Background: an optimization exercise with open tools, aiming at small area, a short achievable clock period and few clock cycles per item. Do not read the settings as production practice.
The RTL was checked by simulation tests, not by an equivalence proof against the original design.

## flow/design.v (module list and top-level ports; edited modules follow where they fit)
// module b85_fa: 10 lines
// module b85_codec: 1102 lines
module b85_codec (
    input  wire        clk,
    input  wire        rst,         
    input  wire        in_valid,
    output wire        in_ready,
    input  wire        in_mode,     
    input  wire [39:0] in_data,
    output wire        out_valid,
    input  wire        out_ready,
    output wire [39:0] out_data,
    output wire [1:0]  out_err
);
  // ...
==> flow/flow/run.sh <==
#!/bin/bash
# Own layout flow: the standard layout (standard.sh) unchanged, except that the
# resizer's timing repair keeps a setup margin (so it also speeds up paths that already
# meet the 30 ns clock) and the ports get buf_2 buffers instead of the resizer's choice.
# The clock, the constraints and the synthesis are the standard ones.
set -euo pipefail
export SETUP_SLACK_MARGIN=23.0
export TNS_END_PERCENT=100
export BUFFER_PORTS_ARGS="-buffer_cell sky130_fd_sc_hd__buf_2"
bash standard.sh > standard.log 2>&1
==> flow/standard.sh <==
#!/bin/bash
# synth_recipe.tcl (not shown) runs the flow's synth.tcl, then flattens the netlist and writes it again
# the make line also repeats each setting of config.mk as NAME=value (left out here)
make -C /OpenROAD-flow-scripts/flow DESIGN_CONFIG=/design/flow/config.mk WORK_HOME=/design/flow/orfs CLKGATE_MAP_FILE= SYNTH_SCRIPT=/design/flow/synth_recipe.tcl "${@:-finish}"
==> flow/config.mk <==
export PLATFORM = sky130hd
export DESIGN_NAME = b85_codec
export DESIGN_NICKNAME = b85_codec
export VERILOG_FILES = /design/flow/design.v
export SDC_FILE = /design/flow/constraint.sdc
export NUM_CORES = 4
export LEC_CHECK = 0
export CAP_MARGIN = 20
export CORE_MARGIN = 2
export CORE_UTILIZATION = 65
export SLEW_MARGIN = 20
export SYNTH_HIERARCHICAL = 1
==> flow/constraint.sdc <==
create_clock -name core_clock -period 30.0 [get_ports {clk}]
set_input_delay 6.0000 -clock core_clock [delete_from_list [all_inputs] [get_ports {clk}]]
set_output_delay 6.0000 -clock core_clock [all_outputs]
set_load 0.01 [all_outputs]
==> results.json, run 1 <==
{
  "drc": 0,
  "endpoint_kind": "primary output",
  "critPathBufInv": 1,
  "synth_top_cell_area_share_pct": 32.5,
  "synth-seq-cells": 180,
  "hold_viol_final": 0,
  "fin_crit_ns": 6.99,
  "biggestCellCategory": "multi-input gates",
  "fillCellCount": 2065,
  "fin_hold_ws_ns": 0.409,
  "min_to": "rdy$_SDFF_PP1_",
  "use_met2_pct": 48.5,
  "drt_first_pass_iters": 7,
  "nWellTaps": 384,
  "holdPathStages": 1,
  "synth_area_leader_cell": "fa_1",
  "wire_per_inst_microns": 20.0,
  "grt_overflow": 0,
  "via_per_inst": 5.84,
  "synth_area_leaders": "fa_1, edfxtp_1, ha_1",
  "crit_slowest_cell": "edfxtp_1",
  "status": "timing/DRC/antenna clean",
  "cts_buffers": 17,
  "cp_top_family": "flip-flops",
  "dieArea_sq_um": 31000,
  "async_flop_share_pct": 0,
  "cts_tree": "done",
  "cp_max_fo": 1,
  "final_cell_mix": "fa_1, inv_1, ha_1",
  "utilization_pct": 72.6,
  "yosys.area_share.xor_xnor_pct": 5.49,
  "num_antenna_cells": 0
}
Testbench counts, summed over its fixed seeds: cycles 3,224, items 3,200.
==> run 2: changes to the inputs <==
--- a/flow/design.v
+++ b/flow/design.v
@@ -17,39 +17,39 @@
     input  wire [39:0] in_data,
     output wire        out_valid,
     input  wire        out_ready,
     output wire [39:0] out_data,
     output wire [1:0]  out_err
 );
     reg        ir_v, ir_mode;       
     reg [39:0] ir_data;
-    reg        sk_v, sk_mode;       
-    reg [39:0] sk_data;
     reg        rdy;                 
-    reg        full2, full3;        
     reg        m_v, m_mode;         
     reg [51:0] m_p;                 
     reg        o_v;                 
     reg [39:0] o_data;
     reg [1:0]  o_err;
+    reg        o2_v;                
+    reg [39:0] o2_data;
+    reg [1:0]  o2_err;
     assign in_ready  = rdy;
     assign out_valid = o_v;
     assign out_data  = o_data;
     assign out_err   = o_err;
-    wire acc     = in_valid & rdy;
-    wire stall   = !out_ready;
-    wire o_adv   = !o_v | out_ready;       
-    wire m_adv   = !full2 | out_ready;     
-    wire ir_free = !full3 | out_ready;     
-    wire o_v_n  = m_v | (o_v & stall);
-    wire m_v_n  = ir_v | (full2 & stall);
-    wire ir_v_n = sk_v | acc | (full3 & stall);
-    wire sk_v_n = (sk_v | acc) & full3 & stall;
-    wire rdy_n  = out_ready | !(ir_v & m_v & o_v) | !(sk_v | acc);
+    wire acc   = in_valid & rdy;
+    wire deq   = o_v & out_ready;        
+    wire m_en  = !m_v | !o2_v;           
+    wire ir_en = !ir_v | m_en;           
+    wire enq   = m_v & !o2_v;            
+    wire o_adv = !o_v | out_ready;       
+    wire ir_v_n = ir_en ? acc : ir_v;
+    wire m_v_n  = m_en ? ir_v : m_v;
+    wire o_v_n  = o_v ? (!deq | o2_v | enq) : enq;
+    wire o2_v_n = o_v & !deq & (o2_v | enq);
     wire [9:0] c0;
 wire c0_1, c0_2;
 b85_fa c0_1_i (.a(ir_data[0]), .b(ir_data[8]), .c(ir_data[16]), .s(c0_1), .co(c0_2));
 wire c0_3, c0_4;
 b85_fa c0_3_i (.a(ir_data[1]), .b(ir_data[9]), .c(ir_data[17]), .s(c0_3), .co(c0_4));
 wire c0_5, c0_6;
 b85_fa c0_5_i (.a(ir_data[2]), .b(ir_data[10]), .c(ir_data[18]), .s(c0_5), .co(c0_6));
 wire c0_7, c0_8;
@@ -1067,46 +1067,44 @@
                  ok(ir_data[31:24]) && ok(ir_data[39:32]));
     wire [51:0] p_enc = {9'd0, x4, x3, x2, x1, x0};
     wire [51:0] p_dec = {bad, dec_hb, dec_ha, dec_lo};
     wire        m_bad    = m_p[51];
     wire [16:0] m_hi     = m_p[33:17] + m_p[50:34] + m_p[16];
     wire [32:0] m_dv     = {m_hi, m_p[15:0]};
     wire [39:0] dec_data = (m_bad || m_dv[32]) ? 40'd0 : {8'd0, m_dv[31:0]};
     wire [1:0]  dec_err  = m_bad ? 2'd1 : (m_dv[32] ? 2'd2 : 2'd0);
+    wire [39:0] s2_data = m_mode ? dec_data : enc;
+    wire [1:0]  s2_err  = m_mode ? dec_err : 2'd0;
     always @(posedge clk) begin
         if (rst) begin
-            ir_v  <= 1'b0;
-            sk_v  <= 1'b0;
-            rdy   <= 1'b1;
-            m_v   <= 1'b0;
-            o_v   <= 1'b0;
-            full2 <= 1'b0;
-            full3 <= 1'b0;
+            ir_v <= 1'b0;
+            rdy  <= 1'b1;
+            m_v  <= 1'b0;
+            o_v  <= 1'b0;
+            o2_v <= 1'b0;
         end else begin
-            ir_v  <= ir_v_n;
-            sk_v  <= sk_v_n;
-            rdy   <= rdy_n;
-            m_v   <= m_v_n;
-            o_v   <= o_v_n;
-            full2 <= m_v_n & o_v_n;
-            full3 <= ir_v_n & m_v_n & o_v_n;
+            ir_v <= ir_v_n;
+            rdy  <= !ir_v_n | !m_v_n | !o2_v_n;
+            m_v  <= m_v_n;
+            o_v  <= o_v_n;
+            o2_v <= o2_v_n;
         end
     end
     always @(posedge clk) begin
-        if (ir_free) begin
-            ir_mode <= sk_v ? sk_mode : in_mode;
-            ir_data <= sk_v ? sk_data : in_data;
+        if (ir_en) begin
+            ir_mode <= in_mode;
+            ir_data <= in_data;
         end
-        if (!sk_v) begin
-            sk_mode <= in_mode;
-            sk_data <= in_data;
-        end
-        if (m_adv) begin
+        if (m_en) begin
             m_mode <= ir_mode;
             m_p    <= ir_mode ? p_dec : p_enc;
         end
+        if (!o2_v) begin
+            o2_data <= s2_data;
+            o2_err  <= s2_err;
+        end
         if (o_adv) begin
-            o_data <= m_mode ? dec_data : enc;
-            o_err  <= m_mode ? dec_err : 2'd0;
+            o_data <= o2_v ? o2_data : s2_data;
+            o_err  <= o2_v ? o2_err : s2_err;
         end
     end
 endmodule
==> flow/config.mk (replaced) <==
export PLATFORM = sky130hd
export DESIGN_NAME = b85_codec
export DESIGN_NICKNAME = b85_codec
export VERILOG_FILES = /design/flow/design.v
export SDC_FILE = /design/flow/constraint.sdc
export NUM_CORES = 4
export LEC_CHECK = 0
export CAP_MARGIN = 20
export CORE_MARGIN = 2
export CORE_UTILIZATION = 65
export CTS_BUF_LIST = sky130_fd_sc_hd__clkbuf_8
export SLEW_MARGIN = 20
export SYNTH_HIERARCHICAL = 1
==> run 2 against run 1 <==
Critical path type unchanged; final area fell by 1.3%; non-clock buffer count rose by 8; critical path depth did not move; final cell count rose by 2.3%.
==> results.json, run 2 <==
{
  "status": "timing/DRC/antenna clean",
  "first_global_vias": 13100,
  "rsz0062_at_grt": "yes",
  "via_per_inst": 5.84,
  "cts_buffers": 17,
  "cp_top_family": "flip-flops",
  "grt_overflow": 0,
  "num_antenna_cells": 0,
  "final_cell_mix": "fa_1, inv_1, ha_1",
  "cts_max_level": 4,
  "synth_common_cells": "fa_1, inv_1, ha_1, edfxtp_1, a21oi_1",
  "grt_util_all_layers_pct": 29.5,
  "ff2ff_path_depth": 20,
  "drt_first_pass_iters": 5,
  "cts_tree": "done",
  "synth_edf_count": 132,
  "cts_hold_buffers": 0,
  "fin_crit_ns": 7.04,
  "worstSkewPairLatency_ns": 0.51,
  "syn_area_sq_um": 19100,
  "max_slew_margin_pct": 34.2,
  "largest_register_ffs": 48,
  "crit_cells": 1,
  "routed_wl_microns": 42400,
  "synth_top_cell_area_share_pct": 32.6,
  "cp.required_ns": 24.00,
  "tightest_slew_ns": 0.977,
  "drc": 0,
  "crit_slowest_cell": "edfxtp_1",
  "avgSynthCellArea_sq_um": 11.6,
  "regMostFlops": "m_p",
  "ios": 89,
  "synth_area_leader_cell": "fa_1",
  "grt_max_degree": 80,
  "fmax_ghz": 0.142,
  "drv_slew": 0,
  "cpPeakStageDelay_ns": 0.39,
  "synth-seq-cells": 179,
  "setup_viol": 0,
  "hold_viol_final": 0,
  "synth_nets": 2192,
  "arrival_ns": 1.04,
  "skew_ns": 0.0233,
  "start_util_pct": 66.3,
  "grt_pass1_wl_microns": 69200,
  "utilization_pct": 71.8,
  "fillCellCount": 2147,
  "critPathKind": "reg2out",
  "ant_nets": 0,
  "drive_above_1_share_pct": 12.7,
  "maxCapViolations": 0,
  "root_buffer": "clkbuf_8",
  "synthFlopType": "edfxtp_1",
  "holdPathStages": 2,
  "start_kind": "flip-flop",
  "endpoint_kind": "primary output",
  "cp_cell_sequence": "buf_2",
  "vias": 12700,
  "min_period_over_period_pct": 23.5,
  "clkSinkCount": 179,
  "dieArea_sq_um": 30800,
  "hpwlAfterDp_microns": 34200,
  "ys_seq_area_share_pct": 25.6,
  "yosysMostFrequentCell": "fa_1",
  "yosys_warnings": 7,
  "die_h_microns": 176,
  "tns_ns": 0,
  "core_sq_um": 28900,
  "num_rows": 62,
  "port_buffers": 88,
  "antenna_found_initial": 0,
  "cp_max_fo": 1,
  "critPathBufInv": 1,
  "die_w_microns": 176,
  "async_flop_share_pct": 0,
  "gp_congestion": 0.957,
  "fin_nets": 2310,
  "yosysUniqueCellTypes": 73,
  "area_delta_synth_final_pct": 8.25,
  "drtIter0Drc": 792,
  "regArea_sq_um": 4910,
  "clock_path_buffers": 2,
  "layout_commonest_cell": "fa_1",
  "wire_per_inst_microns": 19.6,
  "clkTransAtPathRegs_ns": 0.09,
  "synth_area_leaders": "fa_1, edfxtp_1, ha_1",
  "syn_inst": 1651,
  "hp-class": "reg2reg",
  "multiInputGateArea_sq_um": 13300
}
run 2: cell types whose count changed after synthesis, moves of 5 or more:
cell / previous run / this run
and2_1: 16 / 11
clkbuf_1: 19 / 29
mux2i_1: 4 / 9
a221oi_1: 2 / 10
mux2_2: 58 / 24
nand2_1: 53 / 70
a21oi_1: 79 / 93
a22o_1: 11 / 2
o21a_1: 7 / 16
o22ai_1: 17 / 8
a22oi_1: 3 / 12
inv_1: 192 / 218
o21ai_1: 6 / 22
xnor2_1: 59 / 64
run 2: worst register-to-register path: stages, from the launching register on:
cell and delay [ns]:
edfxtp_1 0.33, buf_4 0.30, clkinvlp_4 0.44, fa_1 0.58, fa_1 0.41, fa_1 0.44
ha_1 0.31, a31o_2 0.20, a21o_1 0.18, and3_1 0.19, ha_1 0.19, xor2_1 0.41
fa_1 0.53, fa_1 0.50, inv_1 0.05, fa_1 0.37, inv_1 0.09, a21oi_1 0.07
nor2b_1 0.17, fa_1 0.43, or2_2 0.27
run 2: area by class of cell:
class / count / share of cell area (%)
multi-input combinational: 1217 / 64.2
inverter: 219 / 4.04
timing repair buffer: 135 / 3.83
clock buffer: 19 / 1.26
clock inverter: 13 / 0.700
sequential: 179 / 23.7
tap: 384 / 2.32
run 2: timing repair:
| item | in CTS | in global routing |
|---|---|---|
| gates resized for setup | 2 | 9 |
| hold endpoints to repair | 0 | 0 |
| endpoints found under the setup margin | 44 | 60 |
| pin swaps | 0 | 1 |
| buffers inserted | 5 | 27 |
run 2: kinds of logic after synthesis:
kind of cell	synth area share (%)
flip-flops	25.6
AND/OR/NAND/NOR	6.25
buffers and inverters	5.10
XOR/XNOR	5.43
adder cells (fa/ha/maj)	44.7
AO/OA/AOI/OAI	11.0
multiplexers	1.88
run 2: per-layer routing:
metal / share of wire, % / vias to the layer above / global-route usage (%)
li1: - / 5873 / -
met1: 43 / 6301 / 40.1
met2: 49 / 391 / 49.8
met3: 5.2 / 85 / 4.09
met4: 2.7 / 0 / 9.40
met5: 0 / - / 0
run 2: path summary, 6_finish.rpt:
path,endpoint,slack [ns],from
worst max-delay path,out_data[3],22.96,o_data[3]$_DFFE_PP_
worst min-delay path,o2_data[1]$_DFF_P_,0.46,o2_data[1]$_DFF_P_
worst max register to register,m_p[33]$_SDFFCE_PP1N_,23.30,ir_data[26]$_DFFE_PN_
worst min register to register,o2_data[1]$_DFF_P_,0.46,o2_data[1]$_DFF_P_
run 2: Yosys stat by module, one instance, submodules excluded:
module / cells inside / flops+latches
b85_codec: 1378 / 179
b85_fa: 1 / 0
run 2: stage by stage:
stage          hold slack [ns]  setup slack, ns  cell area [sq um]  instances
6_report                 0.460            22.96              20700       2166
5_1_grt                  0.475            22.88              20700       2166
4_1_cts                  0.467            22.90              20500       2139
3_5_place_dp             0.427            22.76              20000       2102
3_3_place_gp             0.409            22.76              20000       2102
2_1_floorplan            0.417            23.04              19100       1651
Testbench counts of run 2, summed over its fixed seeds: cycles 3,224, items 3,200.
==> run 3: changes to the inputs <==
--- a/flow/config.mk
+++ b/flow/config.mk
@@ -9,4 +9,3 @@
 export CORE_MARGIN = 2
-export CORE_UTILIZATION = 65
-export CTS_BUF_LIST = sky130_fd_sc_hd__clkbuf_8
+export CORE_UTILIZATION = 75
 export SLEW_MARGIN = 20
==> run 3 against run 2 <==
Synthesized cell count stayed put; worst hold slack worse by 0.026 ns; core utilization is 11 points higher; final cell count is 2.9% lower; via count is 5.3% higher; global-route usage is 7.1 points higher; critical endpoint is now out_data[16]; largest cell class unchanged; highest routed layer unchanged.
==> results.json, run 3 <==
{
  "ant_nets": 0,
  "synth_edf_count": 132,
  "largest_register_ffs": 48,
  "avgSynthCellArea_sq_um": 11.6,
  "rsz0062_at_grt": "yes",
  "cp_top_family": "flip-flops",
  "setup_viol": 0,
  "synth_nets": 2192,
  "first_global_vias": 14000,
  "drive_above_1_share_pct": 12.0,
  "area_delta_synth_final_pct": 8.42,
  "cpPeakStageDelay_ns": 0.39,
  "crit_slowest_cell": "edfxtp_1",
  "dieArea_sq_um": 26800,
  "routed_wl_microns": 46500,
  "port_buffers": 88,
  "via_per_inst": 6.33,
  "grt_max_degree": 80,
  "num_rows": 58,
  "skew_ns": 0.0172,
  "min_period_over_period_pct": 23.3,
  "holdPathStages": 1,
  "critPathBufInv": 1,
  "critPathKind": "reg2out",
  "cts_tree": "done",
  "drc": 0,
  "yosysUniqueCellTypes": 73,
  "cts_max_level": 4,
  "clock_path_buffers": 2,
  "clkTransAtPathRegs_ns": 0.07,
  "yosysMostFrequentCell": "fa_1",
  "synth_area_leaders": "fa_1, edfxtp_1, ha_1",
  "cp.required_ns": 24.00,
  "drt_first_pass_iters": 5,
  "synth-seq-cells": 179,
  "arrival_ns": 0.98,
  "start_kind": "flip-flop",
  "hpwlAfterDp_microns": 35600,
  "ios": 89,
  "cp_cell_sequence": "buf_2",
  "async_flop_share_pct": 0,
  "syn_area_sq_um": 19100,
  "maxCapViolations": 0,
  "tns_ns": 0,
  "drtIter0Drc": 1228,
  "clkSinkCount": 179,
  "max_slew_margin_pct": 24.6,
  "ys_seq_area_share_pct": 25.6,
  "drv_slew": 0,
  "grt_pass1_wl_microns": 73400,
  "wire_per_inst_microns": 22.1,
  "die_h_microns": 164,
  "synthFlopType": "edfxtp_1",
  "regMostFlops": "m_p",
  "vias": 13300,
  "synth_area_leader_cell": "fa_1",
  "fin_nets": 2302,
  "tightest_slew_ns": 1.12,
  "gp_congestion": 0.986,
  "fin_hold_ws_ns": 0.434,
  "layout_commonest_cell": "fa_1",
  "crit_cells": 1,
  "worstSkewPairLatency_ns": 0.44,
  "final_cell_mix": "fa_1, inv_1, ha_1",
  "synth_common_cells": "fa_1, inv_1, ha_1, edfxtp_1, a21oi_1",
  "num_antenna_cells": 0,
  "ff2ff_path_depth": 17,
  "fin_crit_ns": 6.98,
  "endpoint_kind": "primary output",
  "root_buffer": "clkbuf_16",
  "start_util_pct": 76.3,
  "hold_viol_final": 0,
  "die_w_microns": 164,
  "core_sq_um": 25100,
  "antenna_found_initial": 0,
  "grt_util_all_layers_pct": 36.6,
  "cts_buffers": 17,
  "utilization_pct": 82.7,
  "syn_inst": 1651,
  "hp-class": "reg2reg",
  "cp_max_fo": 1,
  "synth_top_cell_area_share_pct": 32.6,
  "yosys_warnings": 7,
  "status": "timing/DRC/antenna clean",
  "grt_overflow": 0,
  "fmax_ghz": 0.143
}
## run 3: changes by cell type in the layout (fill, tap and decap cells not counted), sizes merged
cell,delta
buf,-8
bufinv,-1
clkinv,-1
inv,+1
## run 3: final timing paths
path                  endpoint  slack [ns]             startpoint
max               out_data[16]       23.02   o_data[16]$_DFFE_PP_
min             rdy$_SDFF_PP1_        0.43         o_v$_SDFF_PP0_
max reg2reg  m_p[25]$_DFFE_PN_       23.20  ir_data[29]$_DFFE_PN_
min reg2reg     rdy$_SDFF_PP1_        0.43         o_v$_SDFF_PP0_
## run 3: per-stage QoR
step | setup slack, ns | instances | area [sq um]
floorplan | 23.04 | 1651 | 19100
global placement | 22.79 | 2047 | 20000
detailed placement | 22.77 | 2047 | 20000
CTS | 23.01 | 2078 | 20500
global route | 22.94 | 2103 | 20800
finish | 23.02 | 2103 | 20800
## run 3: cells by family after synthesis
kind of cell / synth area share [%]
DFF: 25.6
buffers and inverters: 5.10
muxes: 1.88
adders and majority gates: 44.7
AOI/OAI and AO/OA: 11.0
and+or+nand+nor: 6.25
xor gates and xnor gates: 5.43
## run 3: Yosys stat by module (local to each module, per instance)
module	flip-flops and latches	times used	area [sq um]
b85_codec	179	1	13700
b85_fa	0	273	20.0
## run 3: repair_timing
| item | 4_1_cts | 5_1_grt |
|---|---|---|
| hold buffers | 0 | 0 |
| resized for setup | 1 | 9 |
| setup buffers | 0 | 25 |
| endpoints found under the hold margin | 0 | 0 |
| pin swaps | 0 | 1 |
| gates cloned | 0 | 0 |
| endpoints found under the setup margin | 1 | 20 |
## run 3: cell type report
cell class	count	area (sq um)
multi-input cells	1217	13300
flip-flops and latches	179	4910
fillers	1470	4350
inverters	219	830
repair buffers	127	733
clock buffers	19	433
well taps	330	413
clock inverters	12	125
## run 3: per-layer routing
layer	vias to the layer above	routed length (microns)	track usage [%]
li1	5847	-	-
met1	6565	17300	45.7
met2	715	23000	62.1
met3	192	3830	7.32
met4	0	2360	17.1
met5	-	0	0
==> run 4: changes to the inputs <==
--- a/flow/flow/run.sh
+++ b/flow/flow/run.sh
@@ -6,3 +6,3 @@
 set -euo pipefail
-export SETUP_SLACK_MARGIN=23.0
+export SETUP_SLACK_MARGIN=22.85
 export TNS_END_PERCENT=100
--- a/flow/config.mk
+++ b/flow/config.mk
@@ -9,3 +9,3 @@
 export CORE_MARGIN = 2
-export CORE_UTILIZATION = 75
+export CORE_UTILIZATION = 65
 export SLEW_MARGIN = 20
==> run 4 against run 3 <==
Still clean on timing, DRC and antenna; critical path depth unchanged; global-route usage shrank 7.0 points; area after synthesis stayed put; setup slack worse by 0.011 ns; worst hold slack gained 0.0022 ns; register-to-register slack barely moved; non-clock buffer count down 19; core utilization down 11 points; first-iteration DRC count decreased by 37%; final cell count grew 1.7%; largest cell class unchanged.
==> results.json, run 4 <==
{
  "yosys_warnings": 7,
  "use_met3_pct": 4.46,
  "area_delta_synth_final_pct": 8.02,
  "routed_wl_microns": 42400,
  "hp-class": "reg2reg",
  "drt_first_pass_iters": 5,
  "avgSynthCellArea_sq_um": 11.6,
  "root_buffer": "clkbuf_16",
  "critPathBufInv": 1,
  "die_h_microns": 176,
  "yosysUniqueCellTypes": 73,
  "layout_commonest_cell": "fa_1",
  "synth_area_leader_cell": "fa_1",
  "cp.required_ns": 24.00,
  "crit_slowest_cell": "edfxtp_1",
  "cts_max_level": 4,
  "via_per_inst": 5.86,
  "grt_util_all_layers_pct": 29.6,
  "tns_ns": 0,
  "synth_area_leaders": "fa_1, edfxtp_1, ha_1",
  "clock_path_buffers": 2,
  "die_w_microns": 176,
  "synth_edf_count": 132,
  "first_global_vias": 13200,
  "tightest_slew_ns": 1.01,
  "max_slew_margin_pct": 32.1,
  "cts_hold_buffers": 0,
  "num_rows": 62,
  "arrival_ns": 0.99,
  "syn_area_sq_um": 19100,
  "cpPeakStageDelay_ns": 0.39,
  "synth_nets": 2192,
  "worstHoldStart": "o_v$_SDFF_PP0_",
  "cp_max_fo": 1,
  "synthFlopType": "edfxtp_1",
  "busiest_layer": "met2",
  "vias": 12500,
  "grt_overflow": 0,
  "setup_ws_ns": 23.01,
  "drc": 0,
  "synth_common_cells": "fa_1, inv_1, ha_1, edfxtp_1, a21oi_1",
  "status": "timing/DRC/antenna clean",
  "cts_buffers": 17,
  "largest_register_ffs": 48,
  "num_antenna_cells": 0,
  "drtIter0Drc": 778,
  "yosysMostFrequentCell": "fa_1",
  "cp-startpoint": "o_data[3]$_DFFE_PP_",
  "synth-seq-cells": 179,
  "synth_top_cell_area_share_pct": 32.6,
  "async_flop_share_pct": 0,
  "grt_pass1_wl_microns": 69500,
  "start_util_pct": 66.3,
  "ant_nets": 0,
  "drv_slew": 0,
  "grt_use_met1_pct": 40.0,
  "pre_cts_ws_ns": 22.76,
  "syn_inst": 1651,
  "r2r_slack_ns": 23.20,
  "use_met2_pct": 50.0,
  "antenna_found_initial": 0,
  "r2r_start": "ir_data[22]$_DFFE_PN_",
  "min_period_over_period_pct": 23.3,
  "ios": 89,
  "ff2ff_path_depth": 17,
  "clkSinkCount": 179,
  "wire_per_inst_microns": 19.8,
  "port_buffers": 88,
  "rsz0062_at_grt": "no",
  "grt_max_degree": 80,
  "cp_top_family": "flip-flops",
  "min_to": "rdy$_SDFF_PP1_",
  "holdPathStages": 1,
  "clkTransAtPathRegs_ns": 0.07,
  "final_cell_mix": "fa_1, inv_1, ha_1",
  "maxCapViolations": 0,
  "fin_hold_ws_ns": 0.436,
  "critPathKind": "reg2out",
  "core_sq_um": 28900,
  "hpwlAfterDp_microns": 34200,
  "fin_crit_ns": 6.99,
  "start_kind": "flip-flop",
  "dieArea_sq_um": 30800,
  "skew_ns": 0.0117,
  "cp_cell_sequence": "buf_2",
  "hold_viol_final": 0,
  "fmax_ghz": 0.143,
  "cts_tree": "done",
  "gp_congestion": 0.957,
  "setup_viol": 0,
  "drive_above_1_share_pct": 10.9,
  "rr_endpoint": "m_p[33]$_SDFFCE_PP1N_",
  "worstSkewPairLatency_ns": 0.46,
  "ys_seq_area_share_pct": 25.6,
  "endpoint_kind": "primary output",
  "fin_nets": 2283,
  "regMostFlops": "m_p"
}
[run 4: metal layers]
metal | share of wire [%] | wire [microns] | up-vias
met5 | 0 | 0 | -
li1 | - | - | 5819
met4 | 2.6 | 1090 | 0
met2 | 49 | 20800 | 411
met3 | 5.7 | 2430 | 76
met1 | 43 | 18100 | 6223
[run 4: layout make-up]
class	instances	area (sq um)
multi-input combinational	1217	13300
fill	2143	8180
sequential	179	4910
inverter	219	826
timing repair buffer	108	591
clock buffer	21	503
tap	384	480
clock inverter	11	85.1
[run 4: worst max path at each step]
stage	end	slack, ns	depth (start not counted)
floorplan	o_data[0]$_DFFE_PP_	23.04	2
global placement	o_data[34]$_DFFE_PP_	22.76	3
detailed placement	o_data[32]$_DFFE_PP_	22.76	3
CTS	out_data[3]	22.97	1
global route	m_p[24]$_DFFE_PN_	22.86	21
finish	out_data[3]	23.01	1
[run 4: timing repair]
action	in CTS	in global routing
buffers inserted	0	5
endpoints found under the setup margin	0	9
gates resized for setup	0	4
[run 4: logic make-up (layout without fill, tap and decap cells)]
group	Yosys count	after routing	share of synthesized area, %
adder cells (fa/ha/maj)	497	497	44.7
AO/OA/AOI/OAI	330	330	11.0
buffers and inverters	255	359	5.10
AND/OR/NAND/NOR	240	240	6.25
flip-flops	179	179	25.6
XOR/XNOR	117	117	5.43
multiplexers	33	33	1.88
[run 4: per-stage QoR]
step | std cells | area, sq um | util (%)
global route | 2139 | 20700 | 71.7
CTS | 2134 | 20600 | 71.5
floorplan | 1651 | 19100 | -
finish | 2139 | 20700 | 71.7
global placement | 2102 | 20000 | 69.4
detailed placement | 2102 | 20000 | 69.4
[run 4: modules after synthesis, one instance, submodules excluded]
module     area, sq um  times used  flip-flops and latches  cells
b85_fa            20.0         273                       0      1
b85_codec        13700           1                     179   1378
==> run 5: changes to the inputs <==
--- a/flow/flow/run.sh
+++ b/flow/flow/run.sh
@@ -6,3 +6,3 @@
 set -euo pipefail
-export SETUP_SLACK_MARGIN=22.85
+export SETUP_SLACK_MARGIN=22.75
 export TNS_END_PERCENT=100
==> run 5 against run 4 <==
Sequential share of layout area barely moved; routed wire length barely moved; core utilization about the same; register-to-register slack is essentially flat; synthesized cell count stayed put.
==> results.json, run 5 <==
{
  "yosys_warnings": 7,
  "num_antenna_cells": 0,
  "rr_endpoint": "m_p[33]$_SDFFCE_PP1N_",
  "setup_viol": 0,
  "worstSkewPairLatency_ns": 0.46,
  "largest_register_ffs": 48,
  "synth_top_family_by_area": "adder cells",
  "fmax_ghz": 0.143,
  "die_h_microns": 176,
  "fin_nets": 2283,
  "synth-seq-cells": 179,
  "die_w_microns": 176,
  "synthMuxAreaShare_pct": 1.88,
  "grt_overflow": 0,
  "ff2ff_path_depth": 17,
  "max_slew_margin_pct": 32.1,
  "crit_cells": 1,
  "critPathBufInv": 1,
  "grt_util_all_layers_pct": 29.6,
  "root_buffer": "clkbuf_16",
  "drc": 0,
  "endpoint_kind": "primary output",
  "synth_top_cell_area_share_pct": 32.6,
  "hp-class": "reg2reg",
  "regArea_sq_um": 4910,
  "synth_common_cells": "fa_1, inv_1, ha_1, edfxtp_1, a21oi_1",
  "cp_max_fo": 1,
  "cp_cell_sequence": "buf_2",
  "arrival_ns": 0.99,
  "num_rows": 62,
  "start_kind": "flip-flop",
  "grt_pass1_wl_microns": 69500,
  "yosysUniqueCellTypes": 73,
  "final_cell_mix": "fa_1, inv_1, ha_1",
  "ys_seq_area_share_pct": 25.6,
  "cts_max_level": 4,
  "synth_area_leader_cell": "fa_1",
  "fillCellCount": 2145,
  "clkSinkCount": 179,
  "core_sq_um": 28900,
  "synth_nets": 2192,
  "first_global_vias": 13200,
  "fin_crit_ns": 6.99,
  "ios": 89,
  "port_buffers": 88,
  "tns_ns": 0,
  "via_per_inst": 5.86,
  "grt_max_degree": 80,
  "drt_first_pass_iters": 5,
  "antenna_found_initial": 0,
  "synthFlopType": "edfxtp_1",
  "r2r_start": "ir_data[22]$_DFFE_PN_",
  "maxCapViolations": 0,
  "regMostFlops": "m_p",
  "start_util_pct": 66.3,
  "rsz0062_at_grt": "no",
  "avgSynthCellArea_sq_um": 11.6,
  "utilization_pct": 71.7,
  "clock_path_buffers": 2,
  "drive_above_1_share_pct": 10.9,
  "status": "timing/DRC/antenna clean",
  "cpPeakStageDelay_ns": 0.39,
  "hpwlAfterDp_microns": 34200,
  "gp_congestion": 0.957,
  "synth_fa_ha_area_share_pct": 44.7,
  "cts_buffers": 17,
  "holdPathStages": 1,
  "async_flop_share_pct": 0,
  "synth_area_leaders": "fa_1, edfxtp_1, ha_1",
  "vias": 12500,
  "routed_wl_microns": 42500,
  "synth_edf_count": 132,
  "synth_simple_gate_area_share_pct": 6.25,
  "syn_area_sq_um": 19100,
  "syn_inst": 1651,
  "min_period_over_period_pct": 23.3,
  "skew_ns": 0.0117,
  "critPathKind": "reg2out",
  "area_delta_synth_final_pct": 8.01,
  "cp.required_ns": 24.00,
  "yosysMostFrequentCell": "fa_1",
  "r2r_slack_ns": 23.20,
  "tightest_slew_ns": 1.01,
  "yosys.area_share.xor_xnor_pct": 5.43,
  "worstHoldStart": "o_v$_SDFF_PP0_",
  "cts_tree": "done",
  "synth-compound-area-share_pct": 11.0,
  "drv_slew": 0,
  "dieArea_sq_um": 30800,
  "wire_per_inst_microns": 19.8,
  "clkTransAtPathRegs_ns": 0.07,
  "drtIter0Drc": 781,
  "multiInputGateArea_sq_um": 13300,
  "crit_slowest_cell": "edfxtp_1",
  "cp_top_family": "flip-flops",
  "hold_viol_final": 0,
  "layout_commonest_cell": "fa_1",
  "ant_nets": 0,
  "min_to": "rdy$_SDFF_PP1_"
}
[run 5: changes by cell type in the layout (fill, tap and decap cells not counted)]
| cell | delta |
|---|---|
| nor2_2 | -1 |
| nor2_1 | +1 |
[run 5: final cells by class]
class	count	area share, %
well taps	384	2.32
multi-input cells	1217	64.3
clock buffers	21	2.43
repair buffers	108	2.86
clock inverters	11	0.411
flip-flops and latches	179	23.7
inverters	219	3.99
[run 5: worst max-delay path by stage]
| stage | endpoint | slack (ns) | from |
|---|---|---|---|
| 2_1_floorplan | o_data[0]$_DFFE_PP_ | 23.04 | out_ready |
| 6_report | out_data[3] | 23.01 | o_data[3]$_DFFE_PP_ |
| 3_3_place_gp | o_data[34]$_DFFE_PP_ | 22.76 | out_ready |
| 3_5_place_dp | o_data[32]$_DFFE_PP_ | 22.76 | out_ready |
| 5_1_grt | o_data[31]$_DFFE_PP_ | 22.82 | m_p[10]$_DFFE_PN_ |
| 4_1_cts | out_data[3] | 22.97 | o_data[3]$_DFFE_PP_ |
[run 5: cell families (layout without fill, tap and decap cells)]
family          Yosys count  count (layout)
buf+inv                 255             359
flops                   179             179
compound gates          330             330
simple gates            240             240
mux                      33              33
xor+xnor                117             117
fa+ha+maj               497             497
[run 5: per-module statistics from Yosys (local to each module, per instance)]
module,cells,copies in the design
b85_codec,1378,1
b85_fa,1,273
[run 5: metal layers]
metal,vias to the layer above,share of wire [%],global-route usage (%)
met3,76,5.5,4.46
met2,410,49,50.0
met1,6235,43,40.0
li1,5819,-,-
met5,-,0,0
met4,0,2.6,9.50
[run 5: timing repair]
action                                  in CTS  in global routing
buffers inserted                             0                  5
resized for setup                            0                  3
endpoints found under the setup margin       0                  5
hold buffers                                 0                  0
[run 5: through the flow]
stage / cells / area [sq um] / hold WS (ns) / setup slack, ns
3_3_place_gp: 2102 / 20000 / 0.409 / 22.76
5_1_grt: 2139 / 20700 / 0.461 / 22.82
2_1_floorplan: 1651 / 19100 / 0.417 / 23.04
6_report: 2139 / 20700 / 0.436 / 23.01
3_5_place_dp: 2102 / 20000 / 0.427 / 22.76
4_1_cts: 2134 / 20600 / 0.443 / 22.97
==> run 6: changes to the inputs <==
--- a/flow/flow/run.sh
+++ b/flow/flow/run.sh
@@ -6,3 +6,3 @@
 set -euo pipefail
-export SETUP_SLACK_MARGIN=22.75
+export SETUP_SLACK_MARGIN=22.95
 export TNS_END_PERCENT=100
==> run 6 against run 5 <==
Final cell count rose by 0.23%; non-clock buffer count rose by 5; via count grew 0.30%; synthesized cell count did not move; setup slack barely moved; register-to-register slack better by 0.04 ns; critical path depth is the same; sequential share of layout area shrank 0.056 points; clock skew hardly changed; die area unchanged; critical path type unchanged; largest cell class unchanged; highest routed layer unchanged.
==> results.json, run 6 <==
{
  "worstSkewPairLatency_ns": 0.46,
  "dieArea_sq_um": 30800,
  "syn_inst": 1651,
  "drive_above_1_share_pct": 11.3,
  "arrival_ns": 0.99,
  "cp_cell_sequence": "buf_2",
  "fin_nets": 2288,
  "critPathBufInv": 1,
  "grt_max_degree": 80,
  "hold_viol_final": 0,
  "synth_area_leaders": "fa_1, edfxtp_1, ha_1",
  "cts_buffers": 17,
  "antenna_found_initial": 0,
  "die_w_microns": 176,
  "vias": 12600,
  "ys_seq_area_share_pct": 25.6,
  "grt_util_all_layers_pct": 29.6,
  "synth-seq-cells": 179,
  "clock_path_buffers": 2,
  "fin_crit_ns": 6.99,
  "synth_area_leader_cell": "fa_1",
  "async_flop_share_pct": 0,
  "setup_ws_ns": 23.01,
  "synth_top_cell_area_share_pct": 32.6,
  "fin_area_sq_um": 20700,
  "final_cell_mix": "fa_1, inv_1, ha_1",
  "clkSinkCount": 179,
  "port_buffers": 88,
  "largest_register_ffs": 48,
  "num_rows": 62,
  "max_slew_margin_pct": 34.4,
  "yosysUniqueCellTypes": 73,
  "start_util_pct": 66.3,
  "syn_area_sq_um": 19100,
  "die_h_microns": 176,
  "drt_first_pass_iters": 5,
  "core_sq_um": 28900,
  "min_period_over_period_pct": 23.3,
  "drc": 0,
  "synth_edf_count": 132,
  "layout_commonest_cell": "fa_1",
  "tightest_slew_ns": 0.974,
  "avgSynthCellArea_sq_um": 11.6,
  "yosys_warnings": 7,
  "yosysMostFrequentCell": "fa_1",
  "synthFlopType": "edfxtp_1",
  "cp_top_family": "flip-flops",
  "clkTransAtPathRegs_ns": 0.07,
  "regMostFlops": "m_p",
  "cts_max_level": 4,
  "skew_ns": 0.0118,
  "maxCapViolations": 0,
  "wire_per_inst_microns": 19.9,
  "rsz0062_at_grt": "yes",
  "num_antenna_cells": 0,
  "cpPeakStageDelay_ns": 0.39,
  "grt_pass1_wl_microns": 69500,
  "area_delta_synth_final_pct": 8.27,
  "dpl_cell_area_sq_um": 20000,
  "via_per_inst": 5.87,
  "root_buffer": "clkbuf_16",
  "hp-class": "reg2reg",
  "grt_overflow": 0,
  "cts_hold_buffers": 0,
  "critPathKind": "reg2out",
  "tns_ns": 0,
  "start_kind": "flip-flop",
  "cp.required_ns": 24.00,
  "fmax_ghz": 0.143,
  "synth_nets": 2192,
  "endpoint_kind": "primary output",
  "cts_tree": "done",
  "setup_viol": 0,
  "pre_cts_ws_ns": 22.76,
  "status": "timing/DRC/antenna clean",
  "routed_wl_microns": 42600,
  "drv_slew": 0,
  "first_global_vias": 13200,
  "ant_nets": 0,
  "gp_congestion": 0.957,
  "synth_common_cells": "fa_1, inv_1, ha_1, edfxtp_1, a21oi_1",
  "cp_max_fo": 1,
  "drtIter0Drc": 871,
  "hpwlAfterDp_microns": 34200,
  "ios": 89,
  "crit_slowest_cell": "edfxtp_1"
}
[run 6: cell type report]
class,count,area [sq um]
Multi-Input combinational cell,1217,13300
Tap cell,384,480
Clock inverter,11,85.1
Sequential cell,179,4910
Clock buffer,21,503
Inverter,219,826
Fill cell,2138,8130
Timing Repair Buffer,113,628
[run 6: through the flow]
stage	utilization, %	hold WS [ns]	std cells
after detailed placement	69.4	0.427	2102
after global routing	71.8	0.461	2144
after CTS	71.5	0.443	2134
after floorplan	-	0.417	1651
after global placement	69.4	0.409	2102
final	71.8	0.436	2144
[run 6: cell families (layout without fill, tap and decap cells)]
family / after synthesis / in the layout / share of synthesized area (%)
flip-flops: 179 / 179 / 25.6
AO/OA/AOI/OAI: 330 / 330 / 11.0
AND/OR/NAND/NOR: 240 / 240 / 6.25
XOR/XNOR: 117 / 117 / 5.43
multiplexers: 33 / 33 / 1.88
adder cells (fa/ha/maj): 497 / 497 / 44.7
buffers and inverters: 255 / 364 / 5.10
[run 6: routing by layer]
layer	part of all wire [%]	track usage, %
met1	43	40.0
met2	49	50.0
met3	5.6	4.46
met4	2.5	9.50
met5	0	0
[run 6: final timing paths]
kind,from,endpoint,slack (ns),cells after the start
max,o_data[3]$_DFFE_PP_,out_data[3],23.01,1
min,o_v$_SDFF_PP0_,rdy$_SDFF_PP1_,0.44,1
max reg2reg,ir_data[19]$_DFFE_PN_,m_p[33]$_SDFFCE_PP1N_,23.24,17
min reg2reg,o_v$_SDFF_PP0_,rdy$_SDFF_PP1_,0.44,1
[run 6: repair_timing]
| item | 4_1_cts | 5_1_grt |
|---|---|---|
| buffers inserted | 0 | 10 |
| resized for setup | 0 | 6 |
| setup endpoints to repair | 0 | 18 |
[run 6: worst reg2reg max path: cells and delay by family (launching register included)]
kind / cells / cell delay [ns]
compound gates: 1 / 0.07
xor+xnor: 1 / 0.45
fa+ha+maj: 11 / 4.74
buf+inv: 2 / 0.14
flops: 1 / 0.68
simple gates: 2 / 0.44
[run 6: Yosys stat by module, one instance, submodules excluded]
module	cells inside	times used
b85_codec	1378	1
b85_fa	1	273
==> run 7: changes to the inputs <==
--- a/flow/flow/run.sh
+++ b/flow/flow/run.sh
@@ -6,3 +6,3 @@
 set -euo pipefail
-export SETUP_SLACK_MARGIN=22.95
+export SETUP_SLACK_MARGIN=0
 export TNS_END_PERCENT=100
==> run 7 against run 6 <==
Still clean on timing, DRC and antenna; clock skew down 0.0015 ns; area after synthesis unchanged; flip-flop and latch count is the same; first-iteration DRC count fell by 8.8%; critical path type unchanged.
==> results.json, run 7 <==
{
  "fmax_ghz": 0.142,
  "max_slew_margin_pct": 35.5,
  "postCtsSetupBuffers": 0,
  "vias": 12500,
  "fin_crit_ns": 7.02,
  "skew_ns": 0.0103,
  "start_kind": "flip-flop",
  "grt_util_all_layers_pct": 29.7,
  "cp.required_ns": 24.00,
  "setup_viol": 0,
  "cp_cell_sequence": "buf_2",
  "port_buffers": 88,
  "maxCapViolations": 0,
  "area_delta_synth_final_pct": 7.68,
  "gp_congestion": 0.965,
  "grt_max_degree": 80,
  "via_per_inst": 5.88,
  "num_rows": 62,
  "start_util_pct": 66.3,
  "tns_ns": 0,
  "synth_nets": 2192,
  "cts_max_level": 4,
  "largest_register_ffs": 48,
  "avgSynthCellArea_sq_um": 11.6,
  "ios": 89,
  "synth_top_cell_area_share_pct": 32.6,
  "synthFlopType": "edfxtp_1",
  "min_period_over_period_pct": 23.4,
  "cp_top_family": "flip-flops",
  "drt_first_pass_iters": 5,
  "multiInputGateArea_sq_um": 13300,
  "drc": 0,
  "cts_tree": "done",
  "hp-class": "reg2reg",
  "critPathKind": "reg2out",
  "synth_area_leader_cell": "fa_1",
  "root_buffer": "clkbuf_16",
  "ys_seq_area_share_pct": 25.6,
  "drv_slew": 0,
  "cpPeakStageDelay_ns": 0.41,
  "die_w_microns": 176,
  "drive_above_1_share_pct": 10.5,
  "cts_buffers": 17,
  "regArea_sq_um": 4910,
  "grt_pass1_wl_microns": 69100,
  "hpwlAfterDp_microns": 34300,
  "cts_hold_buffers": 0,
  "clock_path_buffers": 2,
  "synth-seq-cells": 179,
  "dieArea_sq_um": 30800,
  "endpoint_kind": "primary output",
  "grt_overflow": 0,
  "ant_nets": 0,
  "regMostFlops": "m_p",
  "routed_wl_microns": 42700,
  "num_antenna_cells": 0,
  "hold_viol_final": 0,
  "arrival_ns": 1.02,
  "cts_resized": 0,
  "fillCellCount": 2105,
  "worstSkewPairLatency_ns": 0.46,
  "first_global_vias": 13000,
  "tightest_slew_ns": 0.966,
  "crit_slowest_cell": "edfxtp_1",
  "layout_commonest_cell": "fa_1",
  "yosys_warnings": 7,
  "antenna_found_initial": 0,
  "async_flop_share_pct": 0,
  "critPathBufInv": 1,
  "drtIter0Drc": 794,
  "cp_max_fo": 1,
  "synth_edf_count": 132,
  "yosysUniqueCellTypes": 73,
  "synth_area_leaders": "fa_1, edfxtp_1, ha_1",
  "clkSinkCount": 179,
  "synth_common_cells": "fa_1, inv_1, ha_1, edfxtp_1, a21oi_1",
  "final_cell_mix": "fa_1, inv_1, ha_1",
  "core_sq_um": 28900,
  "wire_per_inst_microns": 20.0,
  "utilization_pct": 71.4,
  "status": "timing/DRC/antenna clean",
  "die_h_microns": 176,
  "syn_inst": 1651,
  "rsz0062_at_grt": "no",
  "fin_nets": 2278,
  "clkTransAtPathRegs_ns": 0.07,
  "yosysMostFrequentCell": "fa_1",
  "syn_area_sq_um": 19100
}
run 7: cell counts after synthesis:
Identical to the previous run, type by type.
run 7: worst reg2reg max path: cells and delay by family (launching register included):
family / cells / cell delay, ns
fa+ha+maj: 10 / 4.35
buf+inv: 1 / 0.79
simple gates: 2 / 0.36
xor+xnor: 1 / 0.15
mux: 1 / 0.26
flops: 1 / 0.58
compound gates: 2 / 0.25
run 7: final cells by class:
cell class                 instances  area share (%)
multi-input combinational       1217            64.4
sequential                       179            23.8
inverter                         219            3.99
timing repair buffer             103            2.68
tap                              384            2.33
clock buffer                      18            2.18
clock inverter                    14           0.631
run 7: layer usage:
| layer | vias up | wire length [microns] | part of all wire, % | track usage (%) |
|---|---|---|---|---|
| li1 | 5807 | - | - | - |
| met1 | 6242 | 18200 | 43 | 39.4 |
| met2 | 402 | 21100 | 49 | 51.2 |
| met3 | 87 | 2360 | 5.5 | 4.09 |
| met4 | 0 | 1030 | 2.4 | 8.92 |
| met5 | - | 0 | 0 | 0 |
run 7: final timing paths:
check             cells after the start  slack [ns]           endpoint                  start
setup / recovery                      1       22.98        out_data[0]    o_data[0]$_DFFE_PP_
hold / removal                        1        0.46     rdy$_SDFF_PP1_         o_v$_SDFF_PP0_
setup reg to reg                     17       23.00  m_p[15]$_DFFE_PN_  ir_data[27]$_DFFE_PN_
hold reg to reg                       1        0.46     rdy$_SDFF_PP1_         o_v$_SDFF_PP0_
run 7: per-module statistics from Yosys, one instance, submodules excluded:
module	area (sq um)	cells inside	flip-flops and latches	times used
b85_codec	13700	1378	179	1
b85_fa	20.0	1	0	273
run 7: cell families (layout without fill, tap and decap cells):
kind of cell	count (synthesis)	after routing	share of synthesized area, %
AND/OR/NAND/NOR	240	240	6.25
AO/OA/AOI/OAI	330	330	11.0
multiplexers	33	33	1.88
buffers and inverters	255	354	5.10
adder cells (fa/ha/maj)	497	497	44.7
XOR/XNOR	117	117	5.43
flip-flops	179	179	25.6
run 7: metrics by stage:
stage | cells | setup WS (ns) | hold WS [ns] | instance area, sq um
finish | 2134 | 22.98 | 0.456 | 20600
global route | 2134 | 22.63 | 0.483 | 20600
CTS | 2134 | 22.94 | 0.459 | 20600
detailed placement | 2102 | 22.76 | 0.445 | 20000
global placement | 2102 | 22.77 | 0.406 | 20000
floorplan | 1651 | 22.64 | 0.417 | 19100
==> run 8: changes to the inputs <==
--- a/flow/flow/run.sh
+++ b/flow/flow/run.sh
@@ -6,3 +6,3 @@
 set -euo pipefail
-export SETUP_SLACK_MARGIN=0
+export SETUP_SLACK_MARGIN=22.5
 export TNS_END_PERCENT=100
==> run 8 against run 7 <==
Setup slack did not move; area after synthesis did not move; global-route usage did not move; critical path depth did not move; flip-flop and latch count did not move; die area did not move; final cell count did not move; register-to-register slack barely moved; final area did not move; still clean.
==> results.json, run 8 <==
{
  "cts_buffers": 17,
  "drtIter0Drc": 794,
  "fin_area_sq_um": 20600,
  "ys_seq_area_share_pct": 25.6,
  "min_to": "rdy$_SDFF_PP1_",
  "rr_endpoint": "m_p[15]$_DFFE_PN_",
  "drive_above_1_share_pct": 10.5,
  "worstHoldStart": "o_v$_SDFF_PP0_",
  "ant_nets": 0,
  "cp.required_ns": 24.00,
  "synth_top_cell_area_share_pct": 32.6,
  "synth-seq-cells": 179,
  "skew_ns": 0.0103,
  "cp_max_fo": 1,
  "holdPathStages": 1,
  "synth_common_cells": "fa_1, inv_1, ha_1, edfxtp_1, a21oi_1",
  "postCtsSetupBuffers": 0,
  "synth_nets": 2192,
  "dpl_cell_area_sq_um": 20000,
  "root_buffer": "clkbuf_16",
  "top_layer_used": "met4",
  "yosys_warnings": 7,
  "status": "timing/DRC/antenna clean",
  "arrival_ns": 1.02,
  "critPathKind": "reg2out",
  "synth_edf_count": 132,
  "critPathBufInv": 1,
  "fillCellCount": 2105,
  "cp_top_family": "flip-flops",
  "first_global_vias": 13000,
  "start_kind": "flip-flop",
  "routed_wl_microns": 42700,
  "met1Wirelength_microns": 18200,
  "grt_util_all_layers_pct": 29.7,
  "synth_area_leaders": "fa_1, edfxtp_1, ha_1",
  "cpPeakStageDelay_ns": 0.41,
  "cts_hold_buffers": 0,
  "start_util_pct": 66.3,
  "cts_resized": 0,
  "gp_congestion": 0.965,
  "ios": 89,
  "yosysMostFrequentCell": "fa_1",
  "synth_area_leader_cell": "fa_1",
  "hold_viol_final": 0,
  "die_h_microns": 176,
  "drv_slew": 0,
  "min_period_over_period_pct": 23.4,
  "wire_per_inst_microns": 20.0,
  "cp_cell_sequence": "buf_2",
  "yosysUniqueCellTypes": 73,
  "cp-startpoint": "o_data[0]$_DFFE_PP_",
  "clock_path_buffers": 2,
  "hp-class": "reg2reg",
  "dieArea_sq_um": 30800,
  "synthFlopType": "edfxtp_1",
  "grt_pass1_wl_microns": 69100,
  "setup_ws_ns": 22.98,
  "antenna_found_initial": 0,
  "syn_inst": 1651,
  "tightest_slew_ns": 0.966,
  "ff2ff_path_depth": 17,
  "r2r_slack_ns": 23.00,
  "clkSinkCount": 179,
  "die_w_microns": 176,
  "cts_tree": "done",
  "drt_first_pass_iters": 5,
  "cts_max_level": 4,
  "max_slew_margin_pct": 35.5,
  "hpwlAfterDp_microns": 34300,
  "avgSynthCellArea_sq_um": 11.6,
  "fin_nets": 2278,
  "clkTransAtPathRegs_ns": 0.07,
  "tns_ns": 0,
  "vias": 12500,
  "rsz0062_at_grt": "no",
  "endpoint_kind": "primary output",
  "async_flop_share_pct": 0,
  "via_per_inst": 5.88,
  "setup_viol": 0,
  "final_cell_mix": "fa_1, inv_1, ha_1",
  "maxCapViolations": 0,
  "syn_area_sq_um": 19100,
  "fin_crit_ns": 7.02,
  "layout_commonest_cell": "fa_1",
  "core_sq_um": 28900,
  "num_antenna_cells": 0,
  "grt_max_degree": 80,
  "route.met3.wl_microns": 2360,
  "drc": 0,
  "port_buffers": 88,
  "crit_slowest_cell": "edfxtp_1",
  "regMostFlops": "m_p",
  "r2r_start": "ir_data[27]$_DFFE_PN_",
  "num_rows": 62,
  "pre_cts_ws_ns": 22.76,
  "worstSkewPairLatency_ns": 0.46,
  "grt_overflow": 0,
  "largest_register_ffs": 48,
  "fmax_ghz": 0.142,
  "area_delta_synth_final_pct": 7.68,
  "wl_met2_microns": 21100
}
run 8: worst max-delay path by stage:
stage                                 endpoint  slack, ns  depth (start not counted)
after global placement    o_data[34]$_DFFE_PP_      22.77                          3
after floorplan            o_data[0]$_DFFE_PP_      22.64                          2
final                              out_data[0]      22.98                          1
after global routing      o_data[23]$_DFFE_PP_      22.63                         29
after detailed placement       o2_v$_SDFF_PP0_      22.76                          4
after CTS                          out_data[0]      22.94                          1
run 8: kinds of logic (layout without fill, tap and decap cells):
kind of cell             after synthesis  after routing  synth area share (%)
multiplexers                          33             33                  1.88
buffers and inverters                255            354                  5.10
flip-flops                           179            179                  25.6
adder cells (fa/ha/maj)              497            497                  44.7
XOR/XNOR                             117            117                  5.43
AO/OA/AOI/OAI                        330            330                  11.0
AND/OR/NAND/NOR                      240            240                  6.25
run 8: metal layers:
layer	vias up	global-route usage (%)
met5	-	0
met4	0	8.92
met3	87	4.09
met2	402	51.2
met1	6242	39.4
li1	5807	-
run 8: final cells by class:
class / instances / area, sq um / area share [%]
multi-input combinational: 1217 / 13300 / 64.4
clock buffer: 18 / 450 / 2.18
clock inverter: 14 / 130 / 0.631
inverter: 219 / 822 / 3.99
tap: 384 / 480 / 2.33
timing repair buffer: 103 / 553 / 2.68
sequential: 179 / 4910 / 23.8
run 8: Yosys stat by module, one instance, submodules excluded:
module | cells | copies in the design | area, sq um
b85_codec | 1378 | 1 | 13700
b85_fa | 1 | 273 | 20.0
run 8: per-stage QoR:
step           std cells  util [%]  hold WS [ns]
6_report            2134      71.4         0.456
5_1_grt             2134      71.4         0.483
4_1_cts             2134      71.4         0.459
3_5_place_dp        2102      69.4         0.445
3_3_place_gp        2102      69.4         0.406
2_1_floorplan       1651         -         0.417
==> run 9: changes to the inputs <==
--- a/flow/flow/run.sh
+++ b/flow/flow/run.sh
@@ -6,3 +6,3 @@
 set -euo pipefail
-export SETUP_SLACK_MARGIN=22.5
+export SETUP_SLACK_MARGIN=23.0
 export TNS_END_PERCENT=100
==> run 9 against run 8 <==
Count of clock-buffer cells in the layout up 3; register-to-register slack improved by 0.27 ns; via count rose by 0.39%; clock skew rose by 0.0016 ns; fmax rose by 0.46%; flip-flop and latch count unchanged; worst hold slack worse by 0.029 ns; non-clock buffer count up 31; sequential share of layout area is 0.32 points lower; largest cell class unchanged.
==> results.json, run 9 <==
{
  "ys_seq_area_share_pct": 25.6,
  "yosysMostFrequentCell": "fa_1",
  "arrival_ns": 0.99,
  "crit_cells": 1,
  "start_kind": "flip-flop",
  "tns_ns": 0,
  "gp_congestion": 0.957,
  "cp.required_ns": 24.00,
  "cp-startpoint": "o_data[3]$_DFFE_PP_",
  "worstSkewPairLatency_ns": 0.46,
  "num_rows": 62,
  "final_cell_mix": "fa_1, inv_1, ha_1",
  "yosysUniqueCellTypes": 73,
  "synth_nets": 2192,
  "async_flop_share_pct": 0,
  "fin_nets": 2309,
  "endpoint": "out_data[3]",
  "setup_viol": 0,
  "drtIter0Drc": 816,
  "synth_area_leader_cell": "fa_1",
  "port_buffers": 88,
  "tightest_slew_ns": 0.981,
  "rr_endpoint": "m_p[15]$_DFFE_PN_",
  "critPathBufInv": 1,
  "r2r_slack_ns": 23.27,
  "area_delta_synth_final_pct": 9.16,
  "r2r_start": "ir_data[10]$_DFFE_PN_",
  "skew_ns": 0.0118,
  "die_h_microns": 176,
  "cts_tree": "done",
  "rsz0062_at_grt": "yes",
  "avgSynthCellArea_sq_um": 11.6,
  "cts_hold_buffers": 0,
  "core_sq_um": 28900,
  "cp_max_fo": 1,
  "grt_max_degree": 80,
  "layout_commonest_cell": "fa_1",
  "ios": 89,
  "via_per_inst": 5.81,
  "critPathKind": "reg2out",
  "first_global_vias": 13200,
  "grt_pass1_wl_microns": 69500,
  "num_antenna_cells": 0,
  "clock_path_buffers": 2,
  "cp_top_family": "flip-flops",
  "antenna_found_initial": 0,
  "synth-seq-cells": 179,
  "yosys_warnings": 7,
  "drc": 0,
  "fin_crit_ns": 6.99,
  "cts_buffers": 17,
  "routed_wl_microns": 42600,
  "synth_area_leaders": "fa_1, edfxtp_1, ha_1",
  "clkTransAtPathRegs_ns": 0.07,
  "drive_above_1_share_pct": 12.6,
  "drv_slew": 0,
  "grt_overflow": 0,
  "die_w_microns": 176,
  "largest_register_ffs": 48,
  "min_period_over_period_pct": 23.3,
  "clkSinkCount": 179,
  "fmax_ghz": 0.143,
  "synth_common_cells": "fa_1, inv_1, ha_1, edfxtp_1, a21oi_1",
  "crit_slowest_cell": "edfxtp_1",
  "syn_area_sq_um": 19100,
  "endpoint_kind": "primary output",
  "synth_edf_count": 132,
  "ant_nets": 0,
  "status": "timing/DRC/antenna clean",
  "synthFlopType": "edfxtp_1",
  "synth_top_cell_area_share_pct": 32.6,
  "wire_per_inst_microns": 19.7,
  "hp-class": "reg2reg",
  "vias": 12600,
  "hpwlAfterDp_microns": 34200,
  "dieArea_sq_um": 30800,
  "syn_inst": 1651,
  "root_buffer": "clkbuf_16",
  "max_slew_margin_pct": 33.9,
  "cp_cell_sequence": "buf_2",
  "start_util_pct": 66.3,
  "grt_util_all_layers_pct": 29.7,
  "regMostFlops": "m_p",
  "maxCapViolations": 0,
  "hold_viol_final": 0,
  "ff2ff_path_depth": 18,
  "cts_max_level": 4,
  "drt_first_pass_iters": 5,
  "cpPeakStageDelay_ns": 0.39
}
-- run 9: cell counts after synthesis --
No cell type changed its count.
-- run 9: per-stage QoR --
step / area [sq um] / hold WS [ns] / instances / util, % / worst slack [ns]
global route: 20900 / 0.445 / 2165 / 72.4 / 22.94
global placement: 20000 / 0.409 / 2102 / 69.4 / 22.76
finish: 20900 / 0.427 / 2165 / 72.4 / 23.01
detailed placement: 20000 / 0.427 / 2102 / 69.4 / 22.76
floorplan: 19100 / 0.417 / 1651 / - / 23.04
CTS: 20700 / 0.430 / 2138 / 71.6 / 22.97
-- run 9: final cells by class --
type / count / area [sq um]
tap: 384 / 480
clock buffer: 21 / 503
multi-input combinational: 1217 / 13300
sequential: 179 / 4910
clock inverter: 11 / 85.1
fill: 2121 / 7960
inverter: 219 / 837
timing repair buffer: 134 / 786
-- run 9: how the worst min path moves through the flow --
| stage | startpoint | end | slack, ns | cells past startpoint |
|---|---|---|---|---|
| 3_3_place_gp | o_v$_SDFF_PP0_ | rdy$_SDFF_PP1_ | 0.41 | 1 |
| 5_1_grt | o_v$_SDFF_PP0_ | rdy$_SDFF_PP1_ | 0.45 | 1 |
| 6_report | o_v$_SDFF_PP0_ | rdy$_SDFF_PP1_ | 0.43 | 1 |
| 4_1_cts | o_v$_SDFF_PP0_ | rdy$_SDFF_PP1_ | 0.43 | 1 |
| 3_5_place_dp | o_v$_SDFF_PP0_ | rdy$_SDFF_PP1_ | 0.43 | 1 |
| 2_1_floorplan | o2_err[1]$_DFF_P_ | o2_err[1]$_DFF_P_ | 0.42 | 2 |
-- run 9: what timing repair did --
action,4_1_cts,5_1_grt
endpoints found under the setup margin,7,25
pin swaps,0,1
gates resized for setup,2,8
buffers inserted,4,27
gates cloned,0,0
-- run 9: metal layers --
layer / vias up / GRT usage, % / share of wire [%]
li1: 5865 / - / -
met3: 70 / 4.37 / 5.8
met4: 0 / 9.44 / 2.5
met1: 6275 / 40.2 / 43
met5: - / 0 / 0
met2: 377 / 50.0 / 49
-- run 9: Yosys stat by module (local to each module, per instance) --
module     copies in the design  area (sq um)  cells
b85_codec                     1         13700   1378
b85_fa                      273          20.0      1
-- run 9: logic make-up (layout without fill, tap and decap cells) --
group,count (synthesis),count (layout),synth area share [%]
flops,179,179,25.6
compound gates,330,330,11.0
mux,33,33,1.88
xor+xnor,117,117,5.43
simple gates,240,240,6.25
buf+inv,255,385,5.10
fa+ha+maj,497,497,44.7

## re-timing with driven ports
Ports are ideal in the flow. The routed layouts listed here were re-timed in OpenROAD. Step 1 assumes that a clkbuf_16 drives the clock port and a buf_2 every other input. Step 2 moves the port delays by t, midway between the first and last clock arrival at a register: inputs arrive t later, outputs are due t later. That takes back most of the time a late clock gives input paths. Slacks: ideal / step 1 / step 2; pairs: ideal / step 1.
| run | shift t [ns] | slack for setup (ns) | worst setup path at the end | clock arrival spread, ns | slew at the worst register clock pin (ns) |
|---|---|---|---|---|---|
| run 1 | 0.500 | 23.008 / 22.953 / 22.635 | input to register | 0.014 / 0.014 | 0.08 / 0.08 |
| run 2 | 0.548 | 22.959 / 22.909 / 22.778 | input to register | 0.024 / 0.023 | 0.11 / 0.11 |
| run 3 | 0.486 | 23.023 / 22.971 / 22.761 | input to register | 0.018 / 0.018 | 0.08 / 0.08 |
| run 4 | 0.504 | 23.012 / 22.958 / 22.757 | input to register | 0.012 / 0.012 | 0.07 / 0.07 |
| run 5 | 0.504 | 23.013 / 22.959 / 22.764 | input to register | 0.012 / 0.012 | 0.07 / 0.07 |
| run 6 | 0.504 | 23.013 / 22.958 / 22.764 | input to register | 0.012 / 0.011 | 0.07 / 0.07 |
| run 7 | 0.510 | 22.980 / 22.924 / 22.781 | input to register | 0.012 / 0.011 | 0.08 / 0.08 |
| run 8 | 0.510 | 22.980 / 22.924 / 22.781 | input to register | 0.012 / 0.011 | 0.08 / 0.08 |
| run 9 | 0.505 | 23.012 / 22.958 / 22.763 | input to register | 0.012 / 0.012 | 0.07 / 0.07 |
After both steps every run listed still meets setup and hold. For run 1, which loses most, drivers alone change the setup slack by -0.055 ns; drivers and shift together by -0.373 ns.
